This design comes from an exercise in tuning for small area, a short achievable clock period and few clock cycles on the open sky130 flow, not from production work.
Function was not checked in any run shown here: the RTL went through the layout flow alone.
Power figures rest on the tool's default switching activity, not on a simulated workload.

`design/flow/design.v`:
```
module css_t1 (
    input  wire [7:0] a,
    output wire [7:0] t1
);
    wire a01 = a[0] & a[1];
    wire u   = a01 ^ a[3];
    wire v   = (a[4] & a[5]) ^ a[6];
    wire w   = a01 ^ a[2];
    wire z   = (a[4] | a[5]) ^ a[7];
    assign t1[0] = ~u;
    assign t1[1] = ~v;
    assign t1[2] = a[5] ^ (u | v);
    assign t1[3] = a[1] ^ (u | v);
    assign t1[4] = ~w;
    assign t1[5] = ~z;
    assign t1[6] = a[0] ^ (w | z);
    assign t1[7] = a[4] ^ (w & z);
endmodule
module css_descramble (
    input  wire        clk,
    input  wire        rst,          
    input  wire        in_valid,
    output wire        in_ready,
    input  wire [31:0] in_data,
    input  wire [39:0] in_key,       
    input  wire [7:0]  in_cmi,
    output wire        out_valid,
    input  wire        out_ready,
    output wire [31:0] out_data
);
    reg  [31:0] obuf;
    reg         ov;
    reg  [8:0]  wcnt;           
    reg         gate;           
    reg  [31:0] o1w;            
    reg  [31:0] ssum;           
    reg  [3:0]  cg, cp;         
    reg         carry;
    reg  [7:0]  o0c;            
    reg  [2:0]  o0f;            
    function [7:0] rev8(input [7:0] b);
        integer k;
        begin
            for (k = 0; k < 8; k = k + 1) rev8[k] = b[7-k];
        end
    endfunction
    function [7:0] t2(input [7:0] i);
        t2 = i ^ (i >> 3) ^ (i >> 6);
    endfunction
    function [7:0] t3(input [2:0] i);
        t3 = (i[0] ? 8'h24 : 8'h00) ^ (i[1] ? 8'h49 : 8'h00) ^ (i[2] ? 8'h92 : 8'h00);
    endfunction
    function [8:0] add8(input [7:0] a, input [7:0] b);
        integer k;
        reg c;
        begin
            c = 1'b0;
            for (k = 0; k < 8; k = k + 1) begin
                add8[k] = a[k] ^ b[k] ^ c;
                c = (a[k] & b[k]) | ((a[k] ^ b[k]) & c);
            end
            add8[8] = c;
        end
    endfunction
    function [31:0] lfsr1_word(input [31:0] w);
        reg [8:0] lo;
        reg [7:0] hi, o;
        integer k;
        begin
            hi = {w[8], w[23:17]};
            lo = {w[16], w[31:24]};
            for (k = 0; k < 4; k = k + 1) begin
                o  = t2(hi) ^ t3(lo[2:0]);
                hi = lo[8:1];
                lo = {lo[0], o};
                lfsr1_word[8*k +: 8] = o;
            end
        end
    endfunction
    function [10:0] o0_of(input [23:0] x);
        reg [24:0] l;
        reg [7:0]  k;
        begin
            l = {x[23:3], 1'b1, x[2:0]};
            k = l[24:17] ^ l[21:14] ^ l[20:13] ^ {l[12:8], 3'd0};
            o0_of = {k ^ {5'd0, k[7:5]}, k[2:0] ^ l[7:5]};
        end
    endfunction
    wire take = in_valid && in_ready;
    wire [7:0] b0 = in_data[7:0], b1 = in_data[15:8];
    wire [31:0] o1n = o1w;
    wire [7:0]  a0  = rev8({o0c[7:3], o0f});
    wire [7:0]  a1  = rev8(o0c);
    wire [8:0]  sn0 = add8(a0, ~rev8(o1n[7:0]));
    wire [8:0]  sn1 = add8(a1, ~rev8(o1n[15:8]));
    wire [8:0]  sn2 = add8(a1, ~rev8(o1n[23:16]));
    wire [8:0]  sn3 = add8(a1, ~rev8(o1n[31:24]));
    wire        pn0 = &sn0[7:0];
    wire        pn1 = &sn1[7:0];
    wire        pn2 = &sn2[7:0];
    wire        pn3 = &sn3[7:0];
    wire [3:0]  cgn, cpn;
    assign cgn[0] = sn0[8];
    assign cpn[0] = pn0;
    assign cgn[1] = sn1[8] | (pn1 & sn0[8]);
    assign cpn[1] = pn1 & pn0;
    assign cgn[2] = sn2[8] | (pn2 & sn1[8]) | (pn2 & pn1 & sn0[8]);
    assign cpn[2] = pn2 & pn1 & pn0;
    assign cgn[3] = sn3[8] | (pn3 & sn2[8]) | (pn3 & pn2 & sn1[8]) | (pn3 & pn2 & pn1 & sn0[8]);
    assign cpn[3] = pn3 & pn2 & pn1 & pn0;
    wire [3:0] bc;              
    wire [31:0] ks;
    assign bc = {cg[2:0] | (cp[2:0] & {3{carry}}), carry};
    genvar j;
    generate
        for (j = 0; j < 4; j = j + 1) begin : g_ks
            wire [7:0] sj = ssum[8*j +: 8];
            assign ks[8*j +: 8] = sj ^ ({sj[6:0] & {sj[5:0], 1'b1} & {sj[4:0], 2'b11} & {sj[3:0], 3'b111}
                                         & {sj[2:0], 4'hF} & {sj[1:0], 5'h1F} & {sj[0], 6'h3F}, 1'b1}
                                        & {8{bc[j]}});
        end
    endgenerate
    wire carry_next = cg[3] | (cp[3] & carry);
    wire [31:0] t1w;
    css_t1 u_t10 (.a(in_data[7:0]),   .t1(t1w[7:0]));
    css_t1 u_t11 (.a(in_data[15:8]),  .t1(t1w[15:8]));
    css_t1 u_t12 (.a(in_data[23:16]), .t1(t1w[23:16]));
    css_t1 u_t13 (.a(in_data[31:24]), .t1(t1w[31:24]));
    wire scr = gate && wcnt[8:5] != 4'd0;      
    always @(posedge clk) begin
        if (rst) begin
            ov   <= 1'b0;
            wcnt <= 9'd0;
        end else begin
            if (take) begin
                ov   <= 1'b1;
                wcnt <= wcnt + 9'd1;
            end else if (out_ready) begin
                ov   <= 1'b0;
            end
        end
        if (take) begin
            obuf <= scr ? (t1w ^ ks) : in_data;
            if (wcnt == 9'd5)
                gate <= b0[5:4] != 2'b00;
            if (wcnt == 9'd21) begin
                gate  <= gate && in_cmi[7] && in_key != 40'd0;
                o1w   <= {in_key[7:0] ^ b0, in_key[14:8] ^ b1[6:0], 1'b1, 7'd0, in_key[15] ^ b1[7], in_data[23:16]};
                o0c   <= in_data[31:24];
                carry <= 1'b0;
            end
            if (wcnt == 9'd22)
                {o0c, o0f} <= o0_of(in_key[39:16] ^ {b0, o0c, o1w[7:0]});
            if (wcnt >= 9'd30)
                o1w  <= lfsr1_word(o1w);
            if (wcnt >= 9'd31) begin
                ssum <= {sn3[7:0], sn2[7:0], sn1[7:0], sn0[7:0]};
                cg   <= cgn;
                cp   <= cpn;
            end
            if (wcnt == 9'd31)
                o0f <= o0c[2:0];
            if (wcnt[8:5] != 4'd0)
                carry <= carry_next;
        end
    end
    assign in_ready  = out_ready;
    assign out_valid = ov;
    assign out_data  = obuf;
endmodule
```
`design/flow/flow/run.sh`:
```
#!/bin/bash
# Layout flow: the standard ORFS flow (standard.sh, unchanged synthesis), with two
# extra ORFS settings passed to make:
#  - the port buffers that buffer_ports inserts on every input and output are
#    sky130_fd_sc_hd__buf_1 instead of the cell it picks by default (clkdlybuf4s50_1);
#  - RECOVER_POWER: after global-route timing repair, cells on paths with slack to spare
#    are downsized.
# make's full output goes to flow_make.log here; each ORFS step keeps its own log under
# orfs/logs/.
set -euo pipefail
EXTRA=(
  "BUFFER_PORTS_ARGS=-buffer_cell sky130_fd_sc_hd__buf_1"
)
if [[ -f flow/extra.txt ]]; then
  while IFS= read -r line; do
    [[ -n "$line" ]] && EXTRA+=("$line")
  done < flow/extra.txt
fi
bash standard.sh "${EXTRA[@]}" finish > flow_make.log 2>&1
```
`design/flow/standard.sh`:
```
#!/bin/bash
# synth_recipe.tcl (not shown) runs the flow's synth.tcl, then flattens the netlist and writes it again
# the make line also repeats each setting of config.mk as NAME=value (left out here)
make -C /OpenROAD-flow-scripts/flow DESIGN_CONFIG=/design/flow/config.mk WORK_HOME=/design/flow/orfs CLKGATE_MAP_FILE= SYNTH_SCRIPT=/design/flow/synth_recipe.tcl "${@:-finish}"
```
`design/flow/config.mk`:
```
export PLATFORM = sky130hd
export DESIGN_NAME = css_descramble
export DESIGN_NICKNAME = css_descramble
export VERILOG_FILES = /design/flow/design.v
export SDC_FILE = /design/flow/constraint.sdc
export NUM_CORES = 4
export LEC_CHECK = 0
export ABC_CLOCK_PERIOD_IN_PS = 2600
export CAP_MARGIN = 20
export CORE_MARGIN = 2
export CORE_UTILIZATION = 40
export PLACE_DENSITY = 0.6
export SETUP_SLACK_MARGIN = 3.4
export SLEW_MARGIN = 20
```
`design/flow/constraint.sdc`:
```
create_clock -name core_clock -period 6.0 [get_ports {clk}]
set_input_delay 1.2000 -clock core_clock [delete_from_list [all_inputs] [get_ports {clk}]]
set_output_delay 1.2000 -clock core_clock [all_outputs]
set_load 0.01 [all_outputs]
```
==> metrics.cfg, run 1 <==
[routing]
drtAntennaViolNets = 0
first_pass_iters = 5
vias = 5881
dr.first_iter.drc_count = 358
wl_per_cell_um = 18.8
drc = 0
wl_mm = 21.8
avgViaCountPerCell = 5.07

[floorplan]
dieArea_sq_mm = 0.0219
die-height_um = 148
initial_core_util_pct = 40.8
die_width_um = 148
io_pins = 118
core_sq_mm = 0.0203
core.rowCount = 52

[cells_and_area]
fillers = 1895
drive_gt1_share_pct = 15.2
nets = 1001
area_growth_syn_to_layout_pct = 19.3
diodes = 0

[yosys]
ys_ff_latch = 127
syn_inst = 763
seq_area_frac_synth_pct = 44.8
synthFlopType = edfxtp_1
synth_cell_types = 54
netlist_top_cells_count = xnor2_1 (140), edfxtp_1 (117), nand2_1 (79)
synth_most_common_cell = xnor2_1
yosysWarnings = 1
synth_edf_count = 117
syn-cell-area_sq_mm = 0.00829
async_flop_share_pct = 0
yosys-top-cells-area = edfxtp_1 (42%), xnor2_1 (15%), fa_1 (6.8%), xor2_1 (3.8%), nand2_1 (3.6%)
synth_top_area_share_pct = 42.4
syn-num-nets = 886
syn-mean-instance-area_sq_um = 10.9
synth_top_cell_by_area = edfxtp_1

[clock_network]
cts_buffer_depth = 2
cts_tree = yes
postCtsHoldBufs = 0
cts_buffers = 17
h-tree-depth = 4
insertion_delay_ns = 0.43
clock-sinks = 127
path_clk_slew_ns = 0.06
clockRootBuffer = clkbuf_16

[timing]
period_minus_slack_ns = 4.30
setup_viol = 0
report.final.slew_viol_count = 0
hold_violations = 0
tightest_slew_ns = 0.950
post-route-period-util_pct = 71.7
rsz0062_at_grt = true
fin_setup_tns_ns = 0
skew_ns = 0.0129
max_freq_ghz = 0.232
relSlewSlack_pct = 36.5

[power]
power.total_mw = 2.25
p_leak_nw = 3.49
peakVddDrop_v = 0.000230
p_per_area_mw_per_mm2 = 227

[worst_setup_path]
r2r-start = o0c[7]
rr_endpoint = cg[3]
cp.required_ns = 6.30
path_buf_inv = 3
critPathSlowestCell = fa_1
critPathMaxStageDelay_ns = 0.43
r2r_slack_ns = 1.70
cp_max_fo = 4
cp_common_cell = fa_2
r2r_cells = 16
critPathTopFamily = adder cells
critical_path_class = reg2reg
setup.worst_path.end_class = flop
crit_path_cell_trace = buf_6, buf_4, ha_2, fa_2, fa_2, fa_2, fa_2, fa_2, fa_1, inv_1, fa_1, nand4b_1, nor2_2, nand2_1, a21o_1, nand2_1
critPathLaunchType = flop
cp_data_arrival_time_ns = 4.61

[job]
cap_violations = 0

[placed_design]
io_buffers = 110
dp_hpwl_mm = 16.7
routabilityCongestion = 0.938

[global_routing]
grt_overflow = 0
gr-usage-all-layers_pct = 20.8
grt_pass1_wl_mm = 33.5
antenna_found_initial = 0
grt_start_max_net_pins = 57
grt_pass1_vias = 5822

[hold_path]
min_path_cells = 2
hold_start = ov
whs_endpoint = ov
hp-class = reg2reg

[outcome]
status = no timing/DRC/antenna violations

## worst max-delay path by stage
stage	startpoint	endpoint	slack, ns	depth (start not counted)
5_1_grt	o0c[7]	cg[3]	1.55	15
4_1_cts	o0c[7]	cg[3]	1.74	12
2_1_floorplan	o0c[7]	cg[3]	1.98	12
3_3_place_gp	o0c[7]	cg[3]	1.73	14
3_5_place_dp	o0c[7]	cg[3]	1.67	14
6_report	o0c[7]	cg[3]	1.70	16
## timing repair
item | CTS | global route
setup buffers | 10 | 6
endpoints found under the setup margin | 38 | 62
gates cloned | 0 | 1
pin swaps | 7 | 8
resized for setup | 24 | 15
## layout make-up
| cell class | instances | area (sq um) | share of cell area (%) |
|---|---|---|---|
| Tap cell | 270 | 338 | 3.42 |
| Inverter | 46 | 178 | 1.80 |
| Timing Repair Buffer | 130 | 601 | 6.07 |
| Multi-Input combinational cell | 556 | 4480 | 45.3 |
| Clock inverter | 11 | 73.8 | 0.746 |
| Sequential cell | 127 | 3710 | 37.6 |
| Clock buffer | 21 | 504 | 5.10 |
## sequential cells by signal (all words and copies together) (netlist names)
register / count
o1w: 32
obuf: 32
ssum: 32
wcnt: 9
o0c: 8
cg: 4
cp: 4
o0f: 3
carry: 1
gate: 1
ov: 1
## routing by layer
layer	part of all wire (%)	wire length, um	up-vias	global-route usage, %
met4	3.6	780	0	7.95
met1	44	9600	2806	27.5
met3	4.9	1070	47	4.60
met2	47	10300	163	33.6
li1	-	-	2865	-
met5	0	0	-	0
## power by group
| group | leakage, nW | internal [mW] | total [mW] | switching [mW] |
|---|---|---|---|---|
| sequential | 1.16 | 0.976 | 0.981 | 0.00453 |
| clock | 0.294 | 0.603 | 1.01 | 0.411 |
| combinational | 2.04 | 0.109 | 0.252 | 0.143 |
## layout by cell type, fill, tap and decap left out, drive strengths merged, types with 2 or more instances in the layout
| cell type | count |
|---|---|
| edfxtp | 117 |
| mux2i | 7 |
| or4b | 2 |
| nand4 | 18 |
| nand3 | 16 |
| clkbuf | 25 |
| and2 | 4 |
| xnor2 | 143 |
| xor3 | 2 |
| and4 | 2 |
| a31oi | 2 |
| clkinv | 7 |
| inv | 50 |
| a21o | 3 |
| a21oi | 25 |
| ha | 11 |
| nor4 | 13 |
| nor2b | 3 |
| mux2 | 3 |
| buf | 126 |
| o21bai | 3 |
| nor2 | 44 |
| a211oi | 4 |
| or2 | 5 |
| a22oi | 3 |
| or3 | 7 |
| xnor3 | 6 |
| o2bb2ai | 4 |
| xor2 | 37 |
| and3b | 4 |
| fa | 28 |
| nand2 | 79 |
| a21boi | 4 |
| o21ai | 48 |
| nor3 | 4 |
| nand2b | 5 |
| o211ai | 5 |
| nand4b | 2 |
| dfxtp | 10 |
| and3 | 5 |
## tightest hold or removal path, cell delays in order (launching register included)
cell      delay (ns)
dfxtp_1         0.31
nand2b_1        0.07
a21oi_1         0.06
## through the flow
stage / setup WS [ns] / std cells / hold slack, ns / cell area, sq um / util [%]
floorplan: 1.98 / 763 / 0.458 / 8400 / -
global placement: 1.73 / 1112 / 0.463 / 9040 / 44.5
detailed placement: 1.67 / 1112 / 0.470 / 9040 / 44.5
CTS: 1.74 / 1154 / 0.486 / 9780 / 48.2
global route: 1.55 / 1161 / 0.520 / 9890 / 48.7
finish: 1.70 / 1161 / 0.478 / 9890 / 48.7
## kinds of logic (layout without fill, tap and decap cells)
group	after synthesis	count (layout)	synth area share (%)
AOI/OAI and AO/OA	103	104	7.28
xor gates and xnor gates	188	188	21.8
adders and majority gates	39	39	8.42
buffers and inverters	81	208	3.86
DFF	127	127	44.8
muxes	10	10	1.25
and+or+nand+nor	215	215	12.6
==> inputs of run 2 (changes only) <==
--- a/design/flow/config.mk
+++ b/design/flow/config.mk
@@ -5,7 +5,7 @@
 export SDC_FILE = /design/flow/constraint.sdc
 export NUM_CORES = 4
 export LEC_CHECK = 0
-export ABC_CLOCK_PERIOD_IN_PS = 2600
+export ABC_CLOCK_PERIOD_IN_PS = 1800
 export CAP_MARGIN = 20
 export CORE_MARGIN = 2
 export CORE_UTILIZATION = 40
==> metrics.cfg, run 2 <==
[timing]
tightest_slew_ns = 0.950
fin_setup_tns_ns = 0
relSlewSlack_pct = 36.5
max_freq_ghz = 0.232
report.final.slew_viol_count = 0
period_minus_slack_ns = 4.30
post-route-period-util_pct = 71.7
setup_viol = 0
skew_ns = 0.0129
rsz0062_at_grt = true
hold_violations = 0

[clock_network]
path_clk_slew_ns = 0.06
h-tree-depth = 4
cts_buffer_depth = 2
clockRootBuffer = clkbuf_16
clock-sinks = 127
cts_buffers = 17
cts_tree = yes
insertion_delay_ns = 0.43

[power]
p_leak_nw = 3.49
peakVddDrop_v = 0.000230
p_per_area_mw_per_mm2 = 227
power.total_mw = 2.25

[yosys]
synthFlopType = edfxtp_1
synth_top_area_share_pct = 42.4
syn-cell-area_sq_mm = 0.00829
seq_area_frac_synth_pct = 44.8
synth_top_cell_by_area = edfxtp_1
ys_ff_latch = 127
async_flop_share_pct = 0
syn-num-nets = 886
netlist_top_cells_count = xnor2_1 (140), edfxtp_1 (117), nand2_1 (79)
yosysWarnings = 1
yosys-top-cells-area = edfxtp_1 (42%), xnor2_1 (15%), fa_1 (6.8%), xor2_1 (3.8%), nand2_1 (3.6%)
syn_inst = 763
synth_most_common_cell = xnor2_1
synth_edf_count = 117
synth_cell_types = 54
syn-mean-instance-area_sq_um = 10.9

[cells_and_area]
final_cell_area_sq_mm = 0.00989
finalNonFillerCells = 1161
area_growth_syn_to_layout_pct = 19.3
largestRegisters = o1w (32), obuf (32), ssum (32)
nets = 1001
diodes = 0
final_cell_mix = xnor2_1 (140), edfxtp_1 (117), buf_1 (99)
layout_commonest_cell = xnor2_1
drive_gt1_share_pct = 15.2

[placed_design]
place_inst = 1112
routabilityCongestion = 0.938
io_buffers = 110
postPlaceCellArea_sq_mm = 0.00904
dp_hpwl_mm = 16.7

[hold_path]
hp-class = reg2reg

[worst_setup_path]
rr_endpoint = cg[3]
setup.worst_path.end_class = flop
r2r_slack_ns = 1.70
critPathSlowestCell = fa_1
setup.worst_path.end = cg[3]
cp_data_arrival_time_ns = 4.61
path_buf_inv = 3
r2r_cells = 16
cp_common_cell = fa_2
cp_max_fo = 4
critPathMaxStageDelay_ns = 0.43
path_depth = 16
critPathTopFamily = adder cells
r2r-start = o0c[7]
critical_path_class = reg2reg
startpoint = o0c[7]
crit_path_cell_trace = buf_6, buf_4, ha_2, fa_2, fa_2, fa_2, fa_2, fa_2, fa_1, inv_1, fa_1, nand4b_1, nor2_2, nand2_1, a21o_1, nand2_1
cp.required_ns = 6.30
critPathLaunchType = flop

[floorplan]
io_pins = 118
die-height_um = 148
initial_core_util_pct = 40.8
dieArea_sq_mm = 0.0219
core_sq_mm = 0.0203
die_width_um = 148
core.rowCount = 52

[global_routing]
grt_pass1_vias = 5822
grt_start_max_net_pins = 57
gr-usage-all-layers_pct = 20.8
grt_overflow = 0
antenna_found_initial = 0
grt_pass1_wl_mm = 33.5

[routing]
avgViaCountPerCell = 5.07
dr.first_iter.drc_count = 358
wl_mm = 21.8
drtAntennaViolNets = 0
wl_per_cell_um = 18.8
vias = 5881
drc = 0
first_pass_iters = 5

[outcome]
status = no timing/DRC/antenna violations

[job]
cap_violations = 0

## run 2: cell counts after synthesis
No cell type changed its count.
## run 2: worst min-delay path, cell delays in order, from the launching register on
cell      delay (ns)
dfxtp_1         0.31
nand2b_1        0.07
a21oi_1         0.06
## run 2: layer usage
| metal | up-vias | track usage [%] | part of all wire (%) |
|---|---|---|---|
| met3 | 47 | 4.60 | 4.9 |
| li1 | 2865 | - | - |
| met1 | 2806 | 27.5 | 44 |
| met4 | 0 | 7.95 | 3.6 |
| met5 | - | 0 | 0 |
| met2 | 163 | 33.6 | 47 |
## run 2: area by class of cell
cell class / count / area [sq um]
Tap cell: 270 / 338
Clock buffer: 21 / 504
Sequential cell: 127 / 3710
Fill cell: 1895 / 10400
Timing Repair Buffer: 130 / 601
Clock inverter: 11 / 73.8
Multi-Input combinational cell: 556 / 4480
Inverter: 46 / 178
## run 2: where the power goes
part	switching, mW	internal, mW
logic	0.143	0.109
clock network	0.411	0.603
registers	0.00453	0.976
total	0.559	1.69
## run 2: worst min path at each step
stage	cells after the start	slack, ns	startpoint	end
floorplan	2	0.46	wcnt[8]	wcnt[8]
global placement	2	0.46	ov	ov
detailed placement	2	0.47	ov	ov
CTS	2	0.49	ov	ov
global route	2	0.52	ov	ov
finish	2	0.48	ov	ov
## run 2: metrics by stage
step	hold slack (ns)	utilization, %	setup WS [ns]
after floorplan	0.458	-	1.98
after global placement	0.463	44.5	1.73
after detailed placement	0.470	44.5	1.67
after CTS	0.486	48.2	1.74
after global routing	0.520	48.7	1.55
final	0.478	48.7	1.70
## run 2: kinds of logic after synthesis
logic type	after synthesis	share of synthesized area, %
AO/OA/AOI/OAI	103	7.28
XOR/XNOR	188	21.8
adder cells (fa/ha/maj)	39	8.42
buffers and inverters	81	3.86
flip-flops	127	44.8
multiplexers	10	1.25
AND/OR/NAND/NOR	215	12.6
## run 2: repair_timing
item                                   CTS  global route
resized for setup                       24            15
endpoints found under the hold margin    0             0
setup buffers                           10             6
cloned                                   0             1
pin swaps                                7             8
hold buffers                             0             0
setup endpoints to repair               38            62

==> port drivers added, routing unchanged <==
The results above use ideal ports. As a check the final layouts listed here were re-extracted and re-timed, cells and wires unchanged.
Step 1 (the two cells are an assumption about what drives the block):
set clk [get_ports {clk}]
set_driving_cell -lib_cell sky130_fd_sc_hd__clkbuf_16 $clk
set_driving_cell -lib_cell sky130_fd_sc_hd__buf_2 [delete_from_list [all_inputs] $clk]
Step 2 times the ports against the registers' clock, not the clock port: input delays grow and output delays shrink by t, the midpoint of the rising clock arrivals with the driver on.
Slacks: no drivers / after step 1 / after step 2; pairs: no drivers / after step 1.
run	t, ns	setup slack, ns	worst hold slack (ns)
run 1	0.473	1.697 / 1.697 / 1.697	0.478 / 0.478 / 0.478
run 2	0.473	1.697 / 1.697 / 1.697	0.478 / 0.478 / 0.478
After both steps every run listed still meets setup and hold.
